What follows belongs to an exercise in optimizing a design on an open flow for small area, a short achievable clock period and few clock cycles per item; a production flow would make more cautious choices. Function was checked by simulation only, so behaviour that the tests miss may differ from the original.

[flow/design.v]
module frips_ksadd #(parameter W = 8) (
    input  wire [W-1:0] a,
    input  wire [W-1:0] b,
    input  wire         ci,
    output wire [W-1:0] s,
    output wire         co
);
    localparam L = (W < 16) ? 4 : (W < 32) ? 5 : 6;    
    wire [W:0] g [0:L];
    wire [W:0] p [0:L];
    assign g[0] = {a & b, ci};
    assign p[0] = {a ^ b, 1'b0};
    genvar k, j;
    generate
        for (k = 0; k < L; k = k + 1) begin : lv
            for (j = 0; j <= W; j = j + 1) begin : bt
                if (j >= (1 << k)) begin : c
                    assign g[k+1][j] = g[k][j] | (p[k][j] & g[k][j - (1 << k)]);
                    assign p[k+1][j] = p[k][j] & p[k][j - (1 << k)];
                end else begin : n
                    assign g[k+1][j] = g[k][j];
                    assign p[k+1][j] = p[k][j];
                end
            end
        end
    endgenerate
    assign s  = (a ^ b) ^ g[L][W-1:0];
    assign co = g[L][W];
endmodule
module frips_rps_cvt (
    input  wire [31:0] raw,
    input  wire [31:0] bt,
    output wire [23:0] t_m,      
    output wire        t_rb,     
    output wire [4:0]  t_e,      
    output wire        upd
);
    wire [31:0] ticks = raw - bt;
    assign upd = (ticks >= 32'd654);
    reg [4:0]  lz;
    integer    i;
    always @* begin
        lz = 5'd0;
        for (i = 0; i < 32; i = i + 1)
            if (ticks[i]) lz = 5'd31 - i[4:0];
    end
    wire [31:0] tn = ticks << lz;
    assign t_m  = tn[31:8];
    assign t_rb = tn[7] & ((|tn[6:0]) | tn[8]);
    assign t_e  = 5'd31 - lz;
endmodule
module frips_rps_den (
    input  wire [23:0] t_m,
    input  wire        t_rb,
    input  wire [4:0]  t_e,
    output wire [23:0] md,
    output wire [5:0]  ed
);
    wire [31:0] p = {t_m, 8'd0} - {5'd0, t_m, 3'd0} - {7'd0, t_m, 1'b0} - {8'd0, t_m}
                  + (t_rb ? 32'd245 : 32'd0);
    wire        hi   = p[31];
    wire [23:0] mant = hi ? p[31:8] : p[30:7];
    wire        g    = hi ? p[7] : p[6];
    wire        s    = hi ? (|p[6:0]) : (|p[5:0]);
    wire        up   = g & (s | mant[0]);
    wire [24:0] mr   = {1'b0, mant} + {24'd0, up};
    assign md = mr[24] ? 24'h800000 : mr[23:0];
    assign ed = {1'b0, t_e} + 6'd7 + {5'd0, hi} + {5'd0, mr[24]};
endmodule
module frips_div_step (
    input  wire [25:0] r,
    input  wire [25:0] d,
    output wire [25:0] ro,
    output wire [1:0]  q
);
    wire [27:0] r4 = {r, 2'b00};
    wire [27:0] n1 = ~{2'b00, d};
    wire [27:0] n2 = ~{1'b0, d, 1'b0};
    wire [27:0] cs = r4 ^ n1 ^ n2;
    wire [27:0] cc = {(r4[26:0] & n1[26:0]) | (r4[26:0] & n2[26:0]) | (n1[26:0] & n2[26:0]), 1'b1};
    wire [27:0] s1, s2, s3;
    wire        c1, c2, c3, c3x;
    frips_ksadd #(28) a1 (.a(r4), .b(n1), .ci(1'b1), .s(s1), .co(c1));
    frips_ksadd #(28) a2 (.a(r4), .b(n2), .ci(1'b1), .s(s2), .co(c2));
    frips_ksadd #(28) a3 (.a(cs), .b(cc), .ci(1'b1), .s(s3), .co(c3x));
    assign c3 = ~s3[27] & c2;
    assign q  = c3 ? 2'd3 : c2 ? 2'd2 : c1 ? 2'd1 : 2'd0;
    assign ro = c3 ? s3[25:0] : c2 ? s2[25:0] : c1 ? s1[25:0] : r4[25:0];
endmodule
module frips_rps_raw (
    input  wire [25:0] q,
    input  wire        remnz,
    input  wire [5:0]  ed,
    output wire [30:0] raw       
);
    wire        hi   = q[25];
    wire [23:0] mant = hi ? q[25:2] : q[24:1];
    wire        g    = hi ? q[1] : q[0];
    wire        s    = hi ? (q[0] | remnz) : remnz;
    wire        up   = g & (s | mant[0]);
    wire [24:0] mr   = {1'b0, mant} + {24'd0, up};
    wire [7:0]  e    = 8'd149 - {2'd0, ed} + {7'd0, hi} + {7'd0, mr[24]};
    assign raw = {e, mr[24] ? 23'd0 : mr[22:0]};
endmodule
module frips_rps_avg1 (
    input  wire [30:0] f,
    input  wire [30:0] r,
    output wire [27:0] sum,
    output wire [7:0]  el
);
    wire        fz    = (f[30:23] == 8'd0);
    wire        f_big = !fz && (f[30:23] >= r[30:23]);
    assign      el    = f_big ? f[30:23] : r[30:23];
    wire [7:0]  es    = f_big ? r[30:23] : f[30:23];
    wire [23:0] ml    = f_big ? {1'b1, f[22:0]} : {1'b1, r[22:0]};
    wire [23:0] ms    = f_big ? {1'b1, r[22:0]} : {1'b1, f[22:0]};
    wire [7:0]  d     = el - es;
    wire [49:0] sh    = {ms, 26'd0} >> d;
    wire [26:0] msx   = fz ? 27'd0 : (d >= 8'd27) ? 27'd1 : {sh[49:24], |sh[23:0]};
    wire [26:0] sm;
    wire        sc;
    frips_ksadd #(27) u_s (.a({ml, 3'b000}), .b(msx), .ci(1'b0), .s(sm), .co(sc));
    assign sum = {sc, sm};
endmodule
module frips_rps_avg2 (
    input  wire [27:0] sum,
    input  wire [7:0]  el,
    output wire [30:0] y
);
    wire [26:0] n    = sum[27] ? {sum[27:2], sum[1] | sum[0]} : sum[26:0];
    wire        up   = n[2] & (n[1] | n[0] | n[3]);
    wire [24:0] mr   = {1'b0, n[26:3]} + {24'd0, up};
    wire [7:0]  e    = el + {7'd0, sum[27]} + {7'd0, mr[24]} - 8'd1;
    assign y = {e, mr[24] ? 23'd0 : mr[22:0]};
endmodule
module frips_pi_err (
    input  wire [30:0] f,
    output reg  [31:0] e
);
    wire [7:0]  ef = f[30:23];
    wire [23:0] mf = {1'b1, f[22:0]};
    wire [23:0] dn = (ef == 8'd127) ? (24'h000000 - mf) : (mf - 24'h800000);   
    reg  [4:0]  lz;
    integer     i;
    always @* begin
        lz = 5'd0;
        for (i = 0; i < 24; i = i + 1)
            if (dn[i]) lz = 5'd23 - i[4:0];
    end
    wire [23:0] dnn = dn << lz;
    wire [23:0] two = 24'h800000 >> (ef - 8'd128);
    wire [23:0] dh  = mf - two;
    wire [7:0]  r   = 8'd126 - ef;
    wire [48:0] fs  = {1'b0, mf, 24'd0} >> ((ef == 8'd0) ? 8'd49 : (r > 8'd48 ? 8'd48 : r));
    wire [24:0] fi  = fs[48:24];
    wire        st  = |fs[23:0];
    wire [25:0] w   = 26'h2000000 - {1'b0, fi} - {25'd0, st};
    wire        up  = w[0] & (st | w[1]);
    wire [24:0] ml  = {1'b0, w[24:1]} + {24'd0, up};    
    always @* begin
        if (ef < 8'd127) begin
            if (w[25] || ml[24])
                e = 32'h40000000;                       
            else
                e = {1'b0, 8'd127, ml[22:0]};
        end else if (ef == 8'd127 || ef == 8'd128) begin
            if (dn == 24'd0)
                e = 32'h00000000;
            else
                e = {ef == 8'd128, ((ef == 8'd127) ? 8'd127 : 8'd128) - {3'd0, lz}, dnn[22:0]};
        end else begin
            if (dh[23])
                e = {1'b1, ef, dh[22:0]};
            else
                e = {1'b1, ef - 8'd1, dh[21:0], 1'b0};
        end
    end
endmodule
module frips_pi_pd (
    input  wire [31:0] e,
    output wire [31:0] p,
    output wire [31:0] d
);
    wire        ez = (e[30:23] == 8'd0);
    wire [23:0] m  = {1'b1, e[22:0]};
    wire [7:0]  ee = e[30:23];
    wire [26:0] x   = {1'b0, m, 2'b00} + {3'b000, m};
    wire        xh  = x[26];
    wire [23:0] xm  = xh ? x[26:3] : x[25:2];
    wire        xg  = xh ? x[2] : x[1];
    wire        xs  = xh ? (|x[1:0]) : x[0];
    wire        xu  = xg & (xs | xm[0]);
    wire [24:0] xr  = {1'b0, xm} + {24'd0, xu};
    wire [7:0]  pe  = ee + 8'd4 + {7'd0, xh} + {7'd0, xr[24]};
    assign p = ez ? {e[31], 31'd0} : {e[31], pe, xr[24] ? 23'd0 : xr[22:0]};
    wire [47:0] y = {m, 23'd0} + {7'd0, m, 17'd0} + {8'd0, m, 16'd0} + {12'd0, m, 12'd0}
                  + {15'd0, m, 9'd0} + {17'd0, m, 7'd0} - {20'd0, m, 4'd0} - {24'd0, m};
    wire        yh  = y[47];
    wire [23:0] ym  = yh ? y[47:24] : y[46:23];
    wire        yg  = yh ? y[23] : y[22];
    wire        ys  = yh ? (|m[22:0]) : (|m[21:0]);
    wire        yu  = yg & (ys | ym[0]);
    wire [24:0] yr  = {1'b0, ym} + {24'd0, yu};
    wire [7:0]  de  = ee - 8'd6 + {7'd0, yh} + {7'd0, yr[24]};
    assign d = ez ? {e[31], 31'd0} : {e[31], de, yr[24] ? 23'd0 : yr[22:0]};
endmodule
module frips_add1 (
    input  wire [31:0] a,
    input  wire [31:0] b,
    output wire [27:0] sum,
    output wire [7:0]  el,
    output wire        sl,
    output wire        spec,      
    output wire [31:0] ys
);
    wire        az    = (a[30:23] == 8'd0);
    wire        bz    = (b[30:23] == 8'd0);
    wire        a_big = (a[30:0] >= b[30:0]);
    assign      sl    = a_big ? a[31] : b[31];
    wire        ss    = a_big ? b[31] : a[31];
    assign      el    = a_big ? a[30:23] : b[30:23];
    wire [7:0]  es    = a_big ? b[30:23] : a[30:23];
    wire [23:0] ml    = a_big ? {1'b1, a[22:0]} : {1'b1, b[22:0]};
    wire [23:0] ms    = a_big ? {1'b1, b[22:0]} : {1'b1, a[22:0]};
    wire [7:0]  dd    = el - es;
    wire [49:0] sh    = {ms, 26'd0} >> dd;
    wire [26:0] msx   = (dd >= 8'd27) ? 27'd1 : {sh[49:24], |sh[23:0]};
    wire [26:0] mlx   = {ml, 3'b000};
    wire        sub   = (sl != ss);
    wire [26:0] sm;
    wire        sc;
    frips_ksadd #(27) u_s (.a(mlx), .b(msx ^ {27{sub}}), .ci(sub), .s(sm), .co(sc));
    assign sum  = {sc & ~sub, sm};
    assign spec = az | bz | ((sl != ss) && (mlx == msx) && (dd == 8'd0));
    assign ys   = (az & bz) ? {a[31] & b[31], 31'd0} : bz ? a : az ? b : 32'd0;
endmodule
module frips_add2 (
    input  wire [27:0] sum,
    input  wire [7:0]  el,
    input  wire        sl,
    input  wire        spec,
    input  wire [31:0] ys,
    output wire [31:0] y
);
    reg  [4:0]  lz;
    integer     i;
    always @* begin
        lz = 5'd0;
        for (i = 0; i < 27; i = i + 1)
            if (sum[i]) lz = 5'd26 - i[4:0];
    end
    wire [26:0] nl  = sum[26:0] << lz;
    wire [26:0] n   = sum[27] ? {sum[27:2], sum[1] | sum[0]} : nl;
    wire [8:0]  e0  = sum[27] ? {1'b0, el} + 9'd1 : {1'b0, el} - {4'd0, lz};
    wire        up  = n[2] & (n[1] | n[0] | n[3]);
    wire [24:0] mr  = {1'b0, n[26:3]} + {24'd0, up};
    wire [8:0]  e   = e0 + {8'd0, mr[24]};
    assign y = spec ? ys : {sl, e[7:0], mr[24] ? 23'd0 : mr[22:0]};
endmodule
module frips_pi_i (
    input  wire [31:0] a,
    output wire [31:0] i
);
    wire        az = (a[30:23] == 8'd0);
    wire [23:0] m  = {1'b1, a[22:0]};
    wire [28:0] x  = {1'b0, m, 4'd0} + {2'b0, m, 3'd0} + {5'd0, m};
    wire        xh = x[28];
    wire [23:0] xm = xh ? x[28:5] : x[27:4];
    wire        xg = xh ? x[4] : x[3];
    wire        xs = xh ? (|x[3:0]) : (|x[2:0]);
    wire        xu = xg & (xs | xm[0]);
    wire [24:0] xr = {1'b0, xm} + {24'd0, xu};
    wire [7:0]  ie = a[30:23] + 8'd5 + {7'd0, xh} + {7'd0, xr[24]};
    assign i = az ? {a[31], 31'd0} : {a[31], ie, xr[24] ? 23'd0 : xr[22:0]};
endmodule
module frips_pi_x1 (
    input  wire [31:0] u,
    output wire [26:0] oi,
    output wire        st
);
    wire        uz   = (u[30:23] == 8'd0);
    wire        lt0  = u[31] & !uz;
    wire        gt   = !u[31] & (u[30:0] > 31'h42C80000);
    wire [31:0] o    = lt0 ? 32'd0 : gt ? 32'h42C80000 : u;
    wire        oz   = (o[30:23] == 8'd0);
    wire [7:0]  eo   = o[30:23];
    wire [23:0] mo   = {1'b1, o[22:0]};
    wire [26:0] ohi  = {3'b0, mo} << (eo - 8'd131);             
    wire [7:0]  rsh  = 8'd131 - eo;
    wire [4:0]  rs   = (rsh > 8'd30) ? 5'd30 : rsh[4:0];
    wire [55:0] olo  = {mo, 32'd0} >> rs;
    wire        lo   = !oz && (eo < 8'd131);
    assign oi = oz ? 27'd0 : lo ? {3'b0, olo[55:32]} : ohi;
    assign st = lo && (|olo[31:0]);
endmodule
module frips_pi_x2 (
    input  wire [26:0] oi,
    input  wire        st,
    output wire [26:0] xr
);
    wire [26:0] w    = 27'd52428800 - oi - {26'd0, st};    
    wire        b25  = w[25] | w[26];
    wire        b24  = w[24];
    wire        up2  = w[1] & (w[0] | st | w[2]);             
    wire        up1  = w[0] & (st | w[1]);                    
    assign xr = b25 ? ({w[26:2], 2'b00} + {24'd0, up2, 2'b00}) :
                b24 ? ({w[26:1], 1'b0} + {25'd0, up1, 1'b0}) : w;
endmodule
module frips_pi_y (
    input  wire [26:0] xr,
    output wire [14:0] v
);
    wire [34:0] z   = {xr, 8'd0} - {8'd0, xr};
    wire [14:0] zi  = z[33:19];
    wire [18:0] fr  = z[18:0];
    reg         c;
    integer     k;
    always @* begin
        c = 1'b0;
        for (k = 5; k < 15; k = k + 1)
            if (zi[k] && (zi >> (k + 1)) == 15'd0)
                c = &(fr | ((19'd1 << (k - 5)) - 19'd1));
    end
    assign v = zi + {14'd0, c} + 15'd50;
endmodule
module frips_pi_ocr (
    input  wire [14:0] v,
    output wire [7:0]  ocr
);
    wire [27:0] t = {1'b0, v, 12'd0} + {3'b0, v, 10'd0} + {6'b0, v, 7'd0} - {11'b0, v, 2'd0} - {13'b0, v};
    assign ocr = t[26:19];
endmodule
module frips_core (
    input  wire        clk,
    input  wire        rst,
    input  wire        ev_valid,
    input  wire [19:0] ev,
    output wire        ev_ready,
    output wire [7:0]  ocr0,
    output wire [7:0]  ocr1,
    output wire [3:0]  dir,
    output wire        halt,
    output reg         pwm_clr,
    output wire [31:0] rps0,         
    output wire [31:0] rps1,         
    output wire [31:0] pi_acc0,      
    output wire [31:0] pi_acc1       
);
    localparam [31:0] DURATION = 32'd376;
    localparam [23:0] MF       = 24'hF42400;    
    localparam [3:0]  PI_LAT   = 4'd12;          
    localparam [3:0] OP_IDLE = 4'h0, OP_OVF = 4'h1, OP_EDGE0 = 4'h2, OP_EDGE1 = 4'h3,
                     OP_SAMPLE = 4'h4, OP_RX = 4'h5, OP_STEP = 4'h6, OP_RESET = 4'hF;
    reg [15:0] roll;
    reg [31:0] raw_tick [0:1];
    reg [31:0] buf_tick [0:1];
    reg [30:0] frps     [0:1];      
    reg [31:0] acc      [0:1];
    reg [7:0]  ocr      [0:1];
    reg [1:0]  meas_ready;
    reg        tick_ready;
    reg        cmd_ready;
    reg [6:0]  pending;
    reg        running;             
    reg [31:0] elapsed;
    reg [2:0]  phase;
    reg [3:0]  dir_r;
    reg        halted;
    reg        rdy;                 
    reg        wait_r;              
    reg        wait_p;              
    reg        wm;
    assign ev_ready = rdy;
    assign ocr0     = ocr[0];
    assign ocr1     = ocr[1];
    assign dir      = dir_r;
    assign halt     = halted;
    assign rps0     = {1'b0, frps[0]};
    assign rps1     = {1'b0, frps[1]};
    assign pi_acc0  = acc[0];
    assign pi_acc1  = acc[1];
    wire [3:0] op    = ev[19:16];
    wire       take  = ev_valid && rdy;
    wire       act   = take && !halted;
    wire       do_rs = rst || (take && op == OP_RESET);
    wire       edge0 = act && op == OP_EDGE0;
    wire       edge1 = act && op == OP_EDGE1;
    wire       step  = act && op == OP_STEP;
    reg        r_busy;
    reg        r_m;
    reg [3:0]  r_cnt;
    reg [1:0]  r_req;               
    reg [1:0]  r_val;               
    reg [1:0]  r_upd;               
    reg [30:0] rn [0:1];
    reg [23:0] s_tm;
    reg        s_trb;
    reg [4:0]  s_te;
    reg [23:0] s_md;
    reg [5:0]  s_ed;
    reg [25:0] s_d2;
    reg [25:0] s_r;
    reg [25:0] s_q;
    reg [30:0] s_raw;
    reg [30:0] s_f;
    reg [27:0] s_asum;
    reg [7:0]  s_ael;
    wire       r_pref  = (phase == 3'd1);
    wire       r_sm    = (r_req[0] && r_req[1]) ? r_pref : r_req[1];
    wire       r_start = !r_busy && (r_req != 2'b00);
    wire       r_cm    = r_busy ? r_m : r_sm;
    wire       r_hit   = r_cm ? edge1 : edge0;
    wire [23:0] c_tm;
    wire        c_trb;
    wire [4:0]  c_te;
    wire        c_upd;
    frips_rps_cvt u_cvt (.raw(raw_tick[r_cm]), .bt(buf_tick[r_cm]),
                         .t_m(c_tm), .t_rb(c_trb), .t_e(c_te), .upd(c_upd));
    wire [23:0] c_md;
    wire [5:0]  c_ed;
    frips_rps_den u_den (.t_m(s_tm), .t_rb(s_trb), .t_e(s_te), .md(c_md), .ed(c_ed));
    wire [25:0] dv_r1, dv_r2;
    wire [1:0]  dv_q1, dv_q2;
    frips_div_step u_ds1 (.r(s_r), .d(s_d2), .ro(dv_r1), .q(dv_q1));
    frips_div_step u_ds2 (.r(dv_r1), .d(s_d2), .ro(dv_r2), .q(dv_q2));
    wire [30:0] c_raw;
    frips_rps_raw u_raw (.q({s_q[23:0], dv_q1}), .remnz(dv_r1 != 26'd0), .ed(s_ed), .raw(c_raw));
    wire [27:0] c_asum;
    wire [7:0]  c_ael;
    frips_rps_avg1 u_avg1 (.f(s_f), .r(s_raw), .sum(c_asum), .el(c_ael));
    wire [30:0] c_avg;
    frips_rps_avg2 u_avg2 (.sum(s_asum), .el(s_ael), .y(c_avg));
    reg        pa_m;
    reg        pb_m, pc1_m, pc2_m, pd_m, pe1_m, pe2_m, pf_m, pg_m, ph_m;
    reg [31:0] pb_e;
    reg [31:0] pc1_p, pc1_d;
    reg [31:0] pc2_p;
    reg [27:0] pc2_sum; reg [7:0] pc2_el; reg pc2_sl, pc2_spec; reg [31:0] pc2_ys;
    reg [31:0] pd_p, pd_a;
    reg [31:0] pe1_p, pe1_i;
    reg [27:0] pe2_sum; reg [7:0] pe2_el; reg pe2_sl, pe2_spec; reg [31:0] pe2_ys;
    reg [31:0] pf_u;
    reg [26:0] pg_x;
    reg [26:0] pf2_oi;
    reg        pf2_st, pf2_m;
    reg [14:0] ph_v;
    reg [31:0] na [0:1];
    reg [7:0]  no [0:1];
    reg [3:0]  pcnt [0:1];          
    wire        pend0 = (phase == 3'd3) || (phase == 3'd4) || (phase == 3'd0) || (wait_r && !wm);
    wire        pend1 = pend0 || (phase == 3'd1) || (wait_r && wm);
    wire [1:0]  spec  = wait_p ? 2'b00 : (meas_ready & {pend1, pend0});
    wire [1:0]  unk   = spec & ~r_val;
    wire [1:0]  usern = spec & r_val & r_upd;
    wire [30:0] feff0 = usern[0] ? rn[0] : frps[0];
    wire [30:0] feff1 = usern[1] ? rn[1] : frps[1];
    reg  [30:0] fprev0, fprev1;
    always @(posedge clk) begin
        fprev0 <= feff0;
        fprev1 <= feff1;
    end
    wire [1:0]  fchg = unk | {feff1 != fprev1, feff0 != fprev0};
    wire [31:0] a_e;
    frips_pi_err u_err (.f(pa_m ? fprev1 : fprev0), .e(a_e));
    wire [31:0] b_p, b_d;
    frips_pi_pd u_pd (.e(pb_e), .p(b_p), .d(b_d));
    wire [27:0] c_sum; wire [7:0] c_el; wire c_sl, c_spec; wire [31:0] c_ys;
    frips_add1 u_c1 (.a(acc[pc1_m]), .b(pc1_d), .sum(c_sum), .el(c_el), .sl(c_sl),
                     .spec(c_spec), .ys(c_ys));
    wire [31:0] c_a;
    frips_add2 u_c2 (.sum(pc2_sum), .el(pc2_el), .sl(pc2_sl), .spec(pc2_spec), .ys(pc2_ys),
                     .y(c_a));
    wire [31:0] d_i;
    frips_pi_i u_i (.a(pd_a), .i(d_i));
    wire [27:0] e_sum; wire [7:0] e_el; wire e_sl, e_spec; wire [31:0] e_ys;
    frips_add1 u_e1 (.a(pe1_p), .b(pe1_i), .sum(e_sum), .el(e_el), .sl(e_sl),
                     .spec(e_spec), .ys(e_ys));
    wire [31:0] e_u;
    frips_add2 u_e2 (.sum(pe2_sum), .el(pe2_el), .sl(pe2_sl), .spec(pe2_spec), .ys(pe2_ys),
                     .y(e_u));
    wire [26:0] f_oi;
    wire        f_st;
    frips_pi_x1 u_x1 (.u(pf_u), .oi(f_oi), .st(f_st));
    wire [26:0] f_x;
    frips_pi_x2 u_x2 (.oi(pf2_oi), .st(pf2_st), .xr(f_x));
    wire [14:0] g_v;
    frips_pi_y u_y (.xr(pg_x), .v(g_v));
    wire [7:0]  h_ocr;
    frips_pi_ocr u_ocr (.v(ph_v), .ocr(h_ocr));
    always @(posedge clk) begin
        pa_m  <= do_rs ? 1'b0 : ~pa_m;
        pb_m  <= pa_m;   pb_e <= a_e;
        pc1_m <= pb_m;   pc1_p <= b_p; pc1_d <= b_d;
        pc2_m <= pc1_m;  pc2_p <= pc1_p;
        pc2_sum <= c_sum; pc2_el <= c_el; pc2_sl <= c_sl; pc2_spec <= c_spec; pc2_ys <= c_ys;
        pd_m  <= pc2_m;  pd_p <= pc2_p; pd_a <= c_a;
        pe1_m <= pd_m;   pe1_p <= pd_p; pe1_i <= d_i;
        pe2_m <= pe1_m;
        pe2_sum <= e_sum; pe2_el <= e_el; pe2_sl <= e_sl; pe2_spec <= e_spec; pe2_ys <= e_ys;
        pf_m  <= pe2_m;  pf_u <= e_u;
        pf2_m <= pf_m;   pf2_oi <= f_oi; pf2_st <= f_st;
        pg_m  <= pf2_m;  pg_x <= f_x;
        ph_m  <= pg_m;   ph_v <= g_v;
        na[pd_m] <= pd_a;
        no[ph_m] <= h_ocr;
    end
    wire pi_ok = (pcnt[0] >= PI_LAT) && (pcnt[1] >= PI_LAT) && (fchg == 2'b00);
    wire [6:0] code = pending;
    wire       sm   = phase[0];
    reg        f_com;
    reg        f_m;
    reg        p_com;
    reg        p_clr;               
    always @(posedge clk) begin
        pwm_clr <= 1'b0;
        if (do_rs) begin
            roll        <= 16'd0;
            raw_tick[0] <= 32'd0;
            raw_tick[1] <= 32'd0;
            buf_tick[0] <= 32'd0;
            buf_tick[1] <= 32'd0;
            frps[0]     <= 31'd0;
            frps[1]     <= 31'd0;
            acc[0]      <= 32'd0;
            acc[1]      <= 32'd0;
            ocr[0]      <= 8'hFF;
            ocr[1]      <= 8'hFF;
            meas_ready  <= 2'b00;
            tick_ready  <= 1'b0;
            cmd_ready   <= 1'b0;
            pending     <= 7'd0;
            running     <= 1'b0;
            elapsed     <= 32'd0;
            phase       <= 3'd0;
            dir_r       <= 4'b0000;
            halted      <= 1'b0;
            rdy         <= 1'b1;
            wait_r      <= 1'b0;
            wait_p      <= 1'b0;
            wm          <= 1'b0;
            r_busy      <= 1'b0;
            r_req       <= 2'b00;
            r_val       <= 2'b00;
            r_cnt       <= 4'd0;
            pcnt[0]     <= 4'd0;
            pcnt[1]     <= 4'd0;
        end else begin
            if (fchg[0]) pcnt[0] <= 4'd0; else if (pcnt[0] != 4'd15) pcnt[0] <= pcnt[0] + 4'd1;
            if (fchg[1]) pcnt[1] <= 4'd0; else if (pcnt[1] != 4'd15) pcnt[1] <= pcnt[1] + 4'd1;
            if (r_busy || r_start) begin
                if (r_hit) begin
                    r_busy <= 1'b0;                        
                end else begin
                    case (r_busy ? r_cnt : 4'd0)
                        4'd0: begin
                            r_m   <= r_sm;
                            r_req[r_sm] <= 1'b0;
                            s_tm  <= c_tm; s_trb <= c_trb; s_te <= c_te;
                            if (c_upd) begin
                                r_busy <= 1'b1;
                                r_cnt  <= 4'd1;
                            end else begin
                                r_val[r_sm] <= 1'b1;
                                r_upd[r_sm] <= 1'b0;
                            end
                        end
                        4'd1: begin
                            s_md  <= c_md; s_ed <= c_ed;
                            s_d2  <= {1'b0, c_md, 1'b0};
                            s_r   <= {2'b00, MF};
                            r_cnt <= 4'd2;
                        end
                        4'd8: begin                        
                            s_raw <= c_raw;
                            s_f   <= frps[r_m];
                            r_cnt <= 4'd9;
                        end
                        4'd9: begin
                            s_asum <= c_asum;
                            s_ael  <= c_ael;
                            r_cnt  <= 4'd10;
                        end
                        4'd10: begin
                            rn[r_m]    <= c_avg;
                            r_val[r_m] <= 1'b1;
                            r_upd[r_m] <= 1'b1;
                            r_busy     <= 1'b0;
                            r_cnt      <= 4'd0;
                        end
                        default: begin                     
                            s_r   <= dv_r2;
                            s_q   <= {s_q[21:0], dv_q1, dv_q2};
                            r_cnt <= r_cnt + 4'd1;
                        end
                    endcase
                end
            end
            if (wait_r && r_val[wm]) begin
                if (r_upd[wm]) begin
                    frps[wm] <= rn[wm];
                end
                meas_ready[wm] <= 1'b0;
                wait_r <= 1'b0;
                rdy    <= 1'b1;
            end
            if (wait_p && pi_ok) begin
                acc[0]  <= na[0];
                acc[1]  <= na[1];
                ocr[0]  <= no[0];
                ocr[1]  <= no[1];
                pcnt[0] <= 4'd0;
                pcnt[1] <= 4'd0;
                pwm_clr <= 1'b1;
                wait_p  <= 1'b0;
                rdy     <= 1'b1;
            end
            if (act) begin
                case (op)
                    OP_IDLE: ;
                    OP_OVF: roll <= roll + 16'd1;
                    OP_EDGE0, OP_EDGE1: begin
                        buf_tick[op[0]]   <= raw_tick[op[0]];
                        raw_tick[op[0]]   <= {roll, ev[15:0]};
                        meas_ready[op[0]] <= 1'b1;
                        r_req[op[0]]      <= 1'b1;
                        r_val[op[0]]      <= 1'b0;
                    end
                    OP_SAMPLE: begin
                        tick_ready <= 1'b1;
                        if (running) elapsed <= elapsed + 32'd1;
                    end
                    OP_RX: begin
                        pending   <= ev[6:0];
                        cmd_ready <= 1'b1;
                    end
                    OP_STEP: begin
                        phase <= (phase == 3'd4) ? 3'd0 : phase + 3'd1;
                        case (phase)
                            3'd0, 3'd1: if (meas_ready[sm]) begin
                                if (r_val[sm]) begin
                                    if (r_upd[sm]) begin
                                        frps[sm] <= rn[sm];
                                    end
                                    meas_ready[sm] <= 1'b0;
                                end else begin
                                    wm     <= sm;
                                    wait_r <= 1'b1;
                                    rdy    <= 1'b0;
                                end
                            end
                            3'd2: if (tick_ready) begin
                                tick_ready <= 1'b0;
                                if (running) begin
                                    if (pi_ok) begin
                                        acc[0]  <= na[0];
                                        acc[1]  <= na[1];
                                        ocr[0]  <= no[0];
                                        ocr[1]  <= no[1];
                                        pcnt[0] <= 4'd0;
                                        pcnt[1] <= 4'd0;
                                        pwm_clr <= 1'b1;
                                    end else begin
                                        wait_p <= 1'b1;
                                        rdy    <= 1'b0;
                                    end
                                end
                            end
                            3'd3: if (cmd_ready && !running) begin
                                case (code)
                                    7'h77: dir_r <= 4'b0101;
                                    7'h73: dir_r <= 4'b1010;
                                    7'h61: dir_r <= 4'b0110;
                                    7'h64: dir_r <= 4'b1001;
                                    7'h78: dir_r <= 4'b0000;
                                    default: ;
                                endcase
                                elapsed   <= 32'd0;
                                running   <= 1'b1;
                                cmd_ready <= 1'b0;
                            end
                            default: if (running && elapsed >= DURATION) begin
                                ocr[0]    <= 8'hFF;
                                ocr[1]    <= 8'hFF;
                                acc[0]    <= 32'd0;
                                acc[1]    <= 32'd0;
                                pcnt[0]   <= 4'd0;
                                pcnt[1]   <= 4'd0;
                                running   <= 1'b0;
                                cmd_ready <= 1'b0;
                            end
                        endcase
                    end
                    default: halted <= 1'b1;
                endcase
            end
        end
    end
endmodule
[flow/run.sh]
#!/bin/bash
# synth_recipe.tcl (not shown) runs the flow's synth.tcl, then flattens the netlist and writes it again
# the make line also repeats each setting of config.mk as NAME=value (left out here)
make -C /OpenROAD-flow-scripts/flow DESIGN_CONFIG=/design/flow/config.mk WORK_HOME=/design/flow/orfs CLKGATE_MAP_FILE= SYNTH_SCRIPT=/design/flow/synth_recipe.tcl finish
[flow/config.mk]
export PLATFORM = sky130hd
export DESIGN_NAME = frips_core
export DESIGN_NICKNAME = frips_core
export VERILOG_FILES = /design/flow/design.v
export SDC_FILE = /design/flow/constraint.sdc
export NUM_CORES = 4
export LEC_CHECK = 0
export CAP_MARGIN = 20
export CORE_MARGIN = 2
export CORE_UTILIZATION = 60
export PLACE_DENSITY = 0.75
export SLEW_MARGIN = 20
[flow/constraint.sdc]
create_clock -name core_clock -period 22.0 [get_ports {clk}]
set_input_delay 4.4000 -clock core_clock [delete_from_list [all_inputs] [get_ports {clk}]]
set_output_delay 4.4000 -clock core_clock [all_outputs]
set_load 0.01 [all_outputs]
==> run summary, run 1 <==
status finished clean; met3 Track Usage GR approximately 8.0%; met2 Use GR 59.04%; via count just under 100k; syn avg cell area 8.624 um^2; # IOs around 170; Final Hold Viols 0; Clock Sinks around 1300; RSZ-0062 raised after global routing no; # DRC 0; vias per inst 6.490; setup TNS 0 ps; Worst Hold Launch pc1_p[20]; Final ANT Viol Nets 0; crit start category register; critical path required time 22710 ps; Clk Latency, worst-skew pair between 800 and 900 ps; GR peak layer met2; CP peak stage delay roughly 580 ps; Top FF cell, synth dfxtp_1; largest delay contributor family on the critical path compound AO/OA/AOI/OAI gates; dominant cell type by area after synthesis edfxtp_1; CTS Root Cell clkbuf_16; Post-Route WL 357.7 mm; final setup fails 0; CTS tree yes; relative slew slack 20.66%; Synth Cell Area roughly 0.11 mm^2; Seq cells post-synth about 1300; max_cap viols 0; Resized Gates After CTS 0; Die Ht 427.5 um; clock slew at reported path FFs roughly 60 ps; synth top area cells edfxtp_1, dfxtp_1, ha_1, xnor2_1, mux2i_1; Starting DRT DRC Count 10268; gr usage total 38.03%; layout cells sized above 1 6.856%; Buffers on Ports 171; Fillers 14717; CP most frequent cell fa_1; count of cell types in the netlist ~130; Initial Utilization 60.37%; Area growth syn-to-layout 8.288%; Critical Path Fanout Max 22; final worst slack 11070 ps; Max Clock Skew around 67 ps; Seq/Total Area, Yosys between 20 and 30%; first-pass GRT wire length between 500 and 600 mm; Max Root-Sink Buffers 3; Max Slew Vio Count 0; CTS Buf Count around 140; Fmax just over 90 MHz; DP Cell Count roughly 15000; Post-synth EDFFs approximately 540; worst r2r src pb_e[14]; crit share post-route roughly half; Die Area approximately 0.18 mm^2; DRT Pass-1 Iters 7; post-synth top area share about 15%; largest net degree at the start of global routing 80; vias in the first global route 91960; arrival time worst endpoint 11640 ps; Worst setup EP type register; Final HPWL DP 280.1 mm; met1 usage ~50%; initial antenna violation count 14; CP max stage cell fa_1; Hold Path Class reg2reg; Setup Fix Bufs, Post-CTS 0; fin crit period roughly 11000 ps; crit path kind reg2reg; YS warnings 13; die width around 430 um; Core Region around 0.18 mm^2; WP buf/inv 4; Layout Nets ~13000; Rows between 150 and 200; GR Overflow Total 0; Layout Cells excl Fill between 10000 and 15000; DP Worst Slack around 11000 ps; Post-CTS Hold Fix Bufs 0; worst setup path startpoint pb_e[14]; FFs w/ async S/R, synth 0%; CTS H-tree depth 4; Hold WS between 300 and 400 ps; post-synthesis instance total 12477; WL/cell ~24 um; Placer Congestion between 1 and 1.5; Worst Tran Pin Value between 1000 and 1500 ps
==> path summary, 6_finish.rpt <==
kind / endpoint / slack (ps) / depth (start not counted)
max: pc1_d[29] / 11070 / 37
min: pc2_p[20] / 320 / 0
max reg2reg: pc1_d[29] / 11070 / 37
min reg2reg: pc2_p[20] / 320 / 0
==> flip-flops by register name, summed over array words and instances, names as in the netlist, 62 cells and up, named ones only <==
register  cells
na           64
frps         62
raw_tick     64
buf_tick     64
acc          64
rn           62
==> layout make-up <==
class | instances | area (um^2) | area share [%]
antenna | 14 | 35.03 | 0.03007
clock inverter | 76 | 907.1 | 0.7785
multi-input combinational | 9814 | 71490 | 61.35
inverter | 862 | 3236 | 2.777
tap | 2355 | 2947 | 2.529
timing repair buffer | 321 | 2841 | 2.439
clock buffer | 186 | 3926 | 3.370
sequential | 1284 | 31140 | 26.72
==> Yosys cell counts, drive strengths merged, types with 251 or more instances <==
library cell and count:
a21oi 857, clkbuf 398, dfxtp 742, edfxtp 542
fa 251, ha 783, inv 855, mux2i 524
nand2 1214, nand3 334, nor2 992, nor3 258
o21ai 700, xnor2 603, xor2 343
==> layout by cell type (no fill, tap or decap), types with 96 or more instances in the layout <==
| master | count |
|---|---|
| mux2i_1 | 520 |
| nor2b_1 | 122 |
| nand3_1 | 334 |
| nand2b_1 | 96 |
| o21bai_1 | 115 |
| xnor2_1 | 598 |
| edfxtp_1 | 542 |
| and3_1 | 122 |
| mux2_2 | 240 |
| inv_1 | 850 |
| clkbuf_16 | 145 |
| and2_1 | 207 |
| a211oi_1 | 192 |
| clkdlybuf4s50_1 | 171 |
| xor2_1 | 340 |
| a21o_1 | 223 |
| a31oi_1 | 124 |
| fa_1 | 251 |
| nor3_1 | 254 |
| nand4_1 | 118 |
| buf_4 | 149 |
| nand2_1 | 1209 |
| o21ai_0 | 673 |
| a22o_1 | 100 |
| nor2_1 | 981 |
| o21a_1 | 97 |
| ha_1 | 783 |
| dfxtp_1 | 739 |
| a21oi_1 | 852 |
==> per-layer routing <==
layer / vias up / share of wire [%] / wire length (um)
met2: 4425 / 44 / 158000
met1: 46662 / 41 / 145800
met4: 10 / 5.9 / 21010
met5: - / 0.016 / 57
li1: 44790 / - / -
met3: 898 / 9.2 / 32740
==> kinds of logic after synthesis <==
group	synth area share, %
compound gates	19.33
xor+xnor	7.714
fa+ha+maj	13.78
buf+inv	4.950
flops	28.93
mux	8.453
other cells	0.003485
simple gates	16.84
==> stage by stage <==
step	util [%]	instance area [um^2]
3_3_place_gp	62.62	111600
4_1_cts	65.35	116500
6_report	65.37	116500
2_1_floorplan	-	107600
3_5_place_dp	62.64	111600
5_1_grt	65.36	116500
Testbench counts, summed over its fixed seeds: cycles 130,780, events 52,567.
==> run 2: changes to the inputs <==
--- a/flow/design.v
+++ b/flow/design.v
@@ -176,10 +176,12 @@
         end
     end
 endmodule
-module frips_pi_pd (
+module frips_pi_pd1 (
     input  wire [31:0] e,
     output wire [31:0] p,
-    output wire [31:0] d
+    output wire [25:0] yt,       
+    output wire        s23,      
+    output wire        s22       
 );
     wire        ez = (e[30:23] == 8'd0);
     wire [23:0] m  = {1'b1, e[22:0]};
@@ -195,14 +197,27 @@
     assign p = ez ? {e[31], 31'd0} : {e[31], pe, xr[24] ? 23'd0 : xr[22:0]};
     wire [47:0] y = {m, 23'd0} + {7'd0, m, 17'd0} + {8'd0, m, 16'd0} + {12'd0, m, 12'd0}
                   + {15'd0, m, 9'd0} + {17'd0, m, 7'd0} - {20'd0, m, 4'd0} - {24'd0, m};
-    wire        yh  = y[47];
-    wire [23:0] ym  = yh ? y[47:24] : y[46:23];
-    wire        yg  = yh ? y[23] : y[22];
-    wire        ys  = yh ? (|m[22:0]) : (|m[21:0]);
+    assign yt  = y[47:22];
+    assign s23 = |m[22:0];
+    assign s22 = |m[21:0];
+endmodule
+module frips_pi_pd2 (
+    input  wire [8:0]  se,       
+    input  wire [25:0] yt,
+    input  wire        s23,
+    input  wire        s22,
+    output wire [31:0] d
+);
+    wire        ez  = (se[7:0] == 8'd0);
+    wire [7:0]  ee  = se[7:0];
+    wire        yh  = yt[25];
+    wire [23:0] ym  = yh ? yt[25:2] : yt[24:1];
+    wire        yg  = yh ? yt[1] : yt[0];
+    wire        ys  = yh ? s23 : s22;
     wire        yu  = yg & (ys | ym[0]);
     wire [24:0] yr  = {1'b0, ym} + {24'd0, yu};
     wire [7:0]  de  = ee - 8'd6 + {7'd0, yh} + {7'd0, yr[24]};
-    assign d = ez ? {e[31], 31'd0} : {e[31], de, yr[24] ? 23'd0 : yr[22:0]};
+    assign d = ez ? {se[8], 31'd0} : {se[8], de, yr[24] ? 23'd0 : yr[22:0]};
 endmodule
 module frips_add1 (
     input  wire [31:0] a,
@@ -348,7 +363,7 @@
 );
     localparam [31:0] DURATION = 32'd376;
     localparam [23:0] MF       = 24'hF42400;    
-    localparam [3:0]  PI_LAT   = 4'd12;          
+    localparam [3:0]  PI_LAT   = 4'd13;          
     localparam [3:0] OP_IDLE = 4'h0, OP_OVF = 4'h1, OP_EDGE0 = 4'h2, OP_EDGE1 = 4'h3,
                      OP_SAMPLE = 4'h4, OP_RX = 4'h5, OP_STEP = 4'h6, OP_RESET = 4'hF;
     reg [15:0] roll;
@@ -433,6 +448,10 @@
     reg        pa_m;
     reg        pb_m, pc1_m, pc2_m, pd_m, pe1_m, pe2_m, pf_m, pg_m, ph_m;
     reg [31:0] pb_e;
+    reg        pb2_m, pb2_s23, pb2_s22;
+    reg [8:0]  pb2_se;
+    reg [25:0] pb2_yt;
+    reg [31:0] pb2_p, pc1_a;
     reg [31:0] pc1_p, pc1_d;
     reg [31:0] pc2_p;
     reg [27:0] pc2_sum; reg [7:0] pc2_el; reg pc2_sl, pc2_spec; reg [31:0] pc2_ys;
@@ -463,9 +482,12 @@
     wire [31:0] a_e;
     frips_pi_err u_err (.f(pa_m ? fprev1 : fprev0), .e(a_e));
     wire [31:0] b_p, b_d;
-    frips_pi_pd u_pd (.e(pb_e), .p(b_p), .d(b_d));
+    wire [25:0] b_yt;
+    wire        b_s23, b_s22;
+    frips_pi_pd1 u_pd1 (.e(pb_e), .p(b_p), .yt(b_yt), .s23(b_s23), .s22(b_s22));
+    frips_pi_pd2 u_pd2 (.se(pb2_se), .yt(pb2_yt), .s23(pb2_s23), .s22(pb2_s22), .d(b_d));
     wire [27:0] c_sum; wire [7:0] c_el; wire c_sl, c_spec; wire [31:0] c_ys;
-    frips_add1 u_c1 (.a(acc[pc1_m]), .b(pc1_d), .sum(c_sum), .el(c_el), .sl(c_sl),
+    frips_add1 u_c1 (.a(pc1_a), .b(pc1_d), .sum(c_sum), .el(c_el), .sl(c_sl),
                      .spec(c_spec), .ys(c_ys));
     wire [31:0] c_a;
     frips_add2 u_c2 (.sum(pc2_sum), .el(pc2_el), .sl(pc2_sl), .spec(pc2_spec), .ys(pc2_ys),
@@ -490,7 +512,8 @@
     always @(posedge clk) begin
         pa_m  <= do_rs ? 1'b0 : ~pa_m;
         pb_m  <= pa_m;   pb_e <= a_e;
-        pc1_m <= pb_m;   pc1_p <= b_p; pc1_d <= b_d;
+        pb2_m <= pb_m;   pb2_p <= b_p; pb2_se <= pb_e[31:23]; pb2_yt <= b_yt; pb2_s23 <= b_s23; pb2_s22 <= b_s22;
+        pc1_m <= pb2_m;  pc1_p <= pb2_p; pc1_d <= b_d; pc1_a <= acc[pb2_m];
         pc2_m <= pc1_m;  pc2_p <= pc1_p;
         pc2_sum <= c_sum; pc2_el <= c_el; pc2_sl <= c_sl; pc2_spec <= c_spec; pc2_ys <= c_ys;
         pd_m  <= pc2_m;  pd_p <= pc2_p; pd_a <= c_a;
--- a/flow/config.mk
+++ b/flow/config.mk
@@ -7,6 +7,6 @@
 export LEC_CHECK = 0
 export CAP_MARGIN = 20
 export CORE_MARGIN = 2
-export CORE_UTILIZATION = 60
-export PLACE_DENSITY = 0.75
+export CORE_UTILIZATION = 40
+export PLACE_DENSITY = 0.6
 export SLEW_MARGIN = 20
==> run 2 against run 1 <==
Effect of this change: still clean; via count shrank 2.6%; flip-flop and latch count grew 101; critical path depth shrank 1; global-route usage shrank 15 points; count of clock-buffer cells in the layout grew 33; critical endpoint is now s_r[5]; highest routed layer unchanged.
==> run summary, run 2 <==
synth top area cells dfxtp_1, edfxtp_1, ha_1, mux2i_1, fa_1; initial antenna violation count 8 (-6); Post-Route WL 340.5 mm (-4.8%); status finished clean; setup TNS 0 ps (unchanged); Max Root-Sink Buffers 4 (+1); R2R Setup Slk 11520 ps (+450 ps); Die Area 0.2817 mm^2 (+54%); DRT Pass-1 Iters 6 (-1); count leader, synth nand2_1; crit share post-route 47.64% (-2.1 points); RSZ-0062 raised after global routing no; via count 94222 (-2.6%); clock slew at reported path FFs 70 ps (about the same); Final HPWL DP 261.2 mm (-6.8%); crit path kind reg2reg; Top FF cell, synth dfxtp_1; Clock Sinks 1385 (+7.9%); Layout Cells excl Fill 16466 (+10%); relative slew slack 20.00% (-0.66 points); count of cell types in the netlist 119 (-4.8%); CP peak stage delay 710 ps (+130 ps); DP Cell Count 16174 (+11%); Worst Tran Pin Value 1167 ps (-11.01 ps); CP most frequent cell o21ai_0; WL/cell 20.68 um (-14%); Setup Fix Bufs, Post-CTS 0 (unchanged); GR Overflow Total 0 (unchanged); CTS Root Cell clkbuf_16; vias in the first global route 89000 (-3.2%); YS warnings 13 (unchanged); CP max stage cell a2111oi_0; multi-input logic area 0.07286 mm^2 (+1.9%); post-synth top area share 15.21% (+0.081 points); dominant cell type by area after synthesis dfxtp_1; Initial Utilization 40.17% (-20 points); Hold Path Sink pc2_p[7]; Synth Cell Area 0.1110 mm^2 (+3.1%); Fillers 27135 (+84%); Post-synth top cells nand2_1, nor2_1, inv_1; largest net degree at the start of global routing 66 (-18%); Seq/Total Area, Yosys 29.87% (+0.94 points); gr usage total 23.50% (-15 points); Die Ht 530.7 um (+24%); vias per inst 5.722 (-12%); CTS H-tree depth 4 (unchanged); Final Hold Viols 0 (unchanged); CTS tree yes; # DRC 0 (unchanged); Buffers on Ports 171 (unchanged); Clk Latency, worst-skew pair 860 ps (about the same); Rows 193 (+25%); Hold Path Class reg2reg; CTS Buf Count 159 (+12%); Starting DRT DRC Count 8648 (-16%); end of the worst register-to-register path s_r[5]; FFs w/ async S/R, synth 0% (unchanged); Final ANT Viol Nets 0 (unchanged); Max Clock Skew 64.28 ps (-2.728 ps); crit start category register; Post-synth EDFFs 542 (unchanged); hold depth 0 (unchanged); final setup fails 0 (unchanged); Resized Gates After CTS 0 (unchanged); # IOs 174 (unchanged); Seq cells post-synth 1385 (+7.9%); layout cells sized above 1 7.383% (+0.53 points); critical path required time 22650 ps (-60 ps); Area growth syn-to-layout 9.849%; Critical Path Fanout Max 36 (+64%); Post-CTS Hold Fix Bufs 0 (unchanged); FF+latch area 0.03316 mm^2 (+6.5%); worst r2r src s_d2[3]; Layout Nets 13693 (+1.6%); Placer Congestion 0.9769 (-5.1%); first-pass GRT wire length 527.9 mm (-2.5%); Worst R2R Path Depth 36 (-2.7%); Fmax 95.40 MHz (+4.3%); Worst Hold Launch pc1_p[7]; arrival time worst endpoint 11140 ps (-500 ps); die width 530.7 um (+24%); largest delay contributor family on the critical path compound AO/OA/AOI/OAI gates; Core Region 0.2763 mm^2 (+55%); commonest non-fill, non-tap cells in the layout nand2_1, nor2_1, inv_1; Max Slew Vio Count 0 (unchanged); post-synthesis instance total 12676 (+1.6%); fin crit period 10480 ps (-451.3 ps); WP buf/inv 4 (unchanged); most common cell after layout, fill and taps aside nand2_1; Worst setup EP type register; syn avg cell area 8.754 um^2 (+1.5%); max_cap viols 0 (unchanged)
## run 2: routing by layer
layer	track usage [%]	share of wire (%)	wire length (um)
met1	32.98	46	155500
met2	36.86	44	150700
met3	3.518	6.6	22580
met4	7.549	3.4	11740
met5	0	0.0035	12
## run 2: worst max path at each step
stage / from / depth (start not counted) / to / slack, ps
global route: s_d2[3] / 36 / s_r[9] / 10700
floorplan: ev[16] / 6 / s_f[0] / 11560
CTS: s_d2[3] / 36 / s_r[9] / 11740
detailed placement: s_d2[3] / 36 / s_r[9] / 11850
finish: s_d2[3] / 36 / s_r[5] / 11520
global placement: s_d2[3] / 35 / s_r[5] / 11890
## run 2: cells by family (layout without fill, tap and decap cells)
group,count (synthesis),count (layout),synth area share [%]
AOI/OAI and AO/OA,3120,3120,18.74
xor gates and xnor gates,915,915,7.228
adders and majority gates,1040,1040,13.42
buffers and inverters,1403,1485,4.811
DFF,1385,1385,29.87
muxes,866,866,8.873
other,1,4,0.003379
and+or+nand+nor,3946,3946,17.04
## run 2: final cells by class
class,count,area share [%]
multi-input combinational,9889,59.77
sequential,1385,27.20
tap,3705,3.803
clock buffer,219,3.633
inverter,879,2.707
timing repair buffer,317,2.314
clock inverter,70,0.5686
antenna,2,0.004106
## run 2: metrics by stage
| stage | area [um^2] | worst slack (ps) | utilization, % | hold slack (ps) |
|---|---|---|---|---|
| after floorplan | 111000 | 11560 | - | 309.6 |
| after global placement | 116700 | 11890 | 42.25 | 309.7 |
| after detailed placement | 116700 | 11850 | 42.25 | 312.1 |
| after CTS | 121900 | 11740 | 44.11 | 321.8 |
| after global routing | 121900 | 10700 | 44.13 | 326.8 |
| final | 121900 | 11520 | 44.13 | 320.7 |
Testbench counts of run 2, summed over its fixed seeds: cycles 134,308, events 52,567.

## re-timing with driven ports
Ports are ideal in the flow. The routed layouts listed here were re-timed in OpenROAD. Step 1, drivers: a clkbuf_16 drives clk and a buf_2 each remaining input, both assumed. Step 2 times the ports against the registers' clock, not the clock port: input delays grow and output delays shrink by t, the midpoint of the rising clock arrivals with the driver on. Three values: ideal ports, drivers, drivers and shift; two values: the first two.
run	t (ns)	setup slack, ns	slew at the worst register clock pin (ns)	pins driven straight from the clock port
run 1	0.899	11.067 / 11.067 / 11.067	0.07 / 0.07	1
run 2	0.920	11.518 / 11.518 / 11.518	0.08 / 0.08	1
After both steps setup and hold are still met in every run listed.
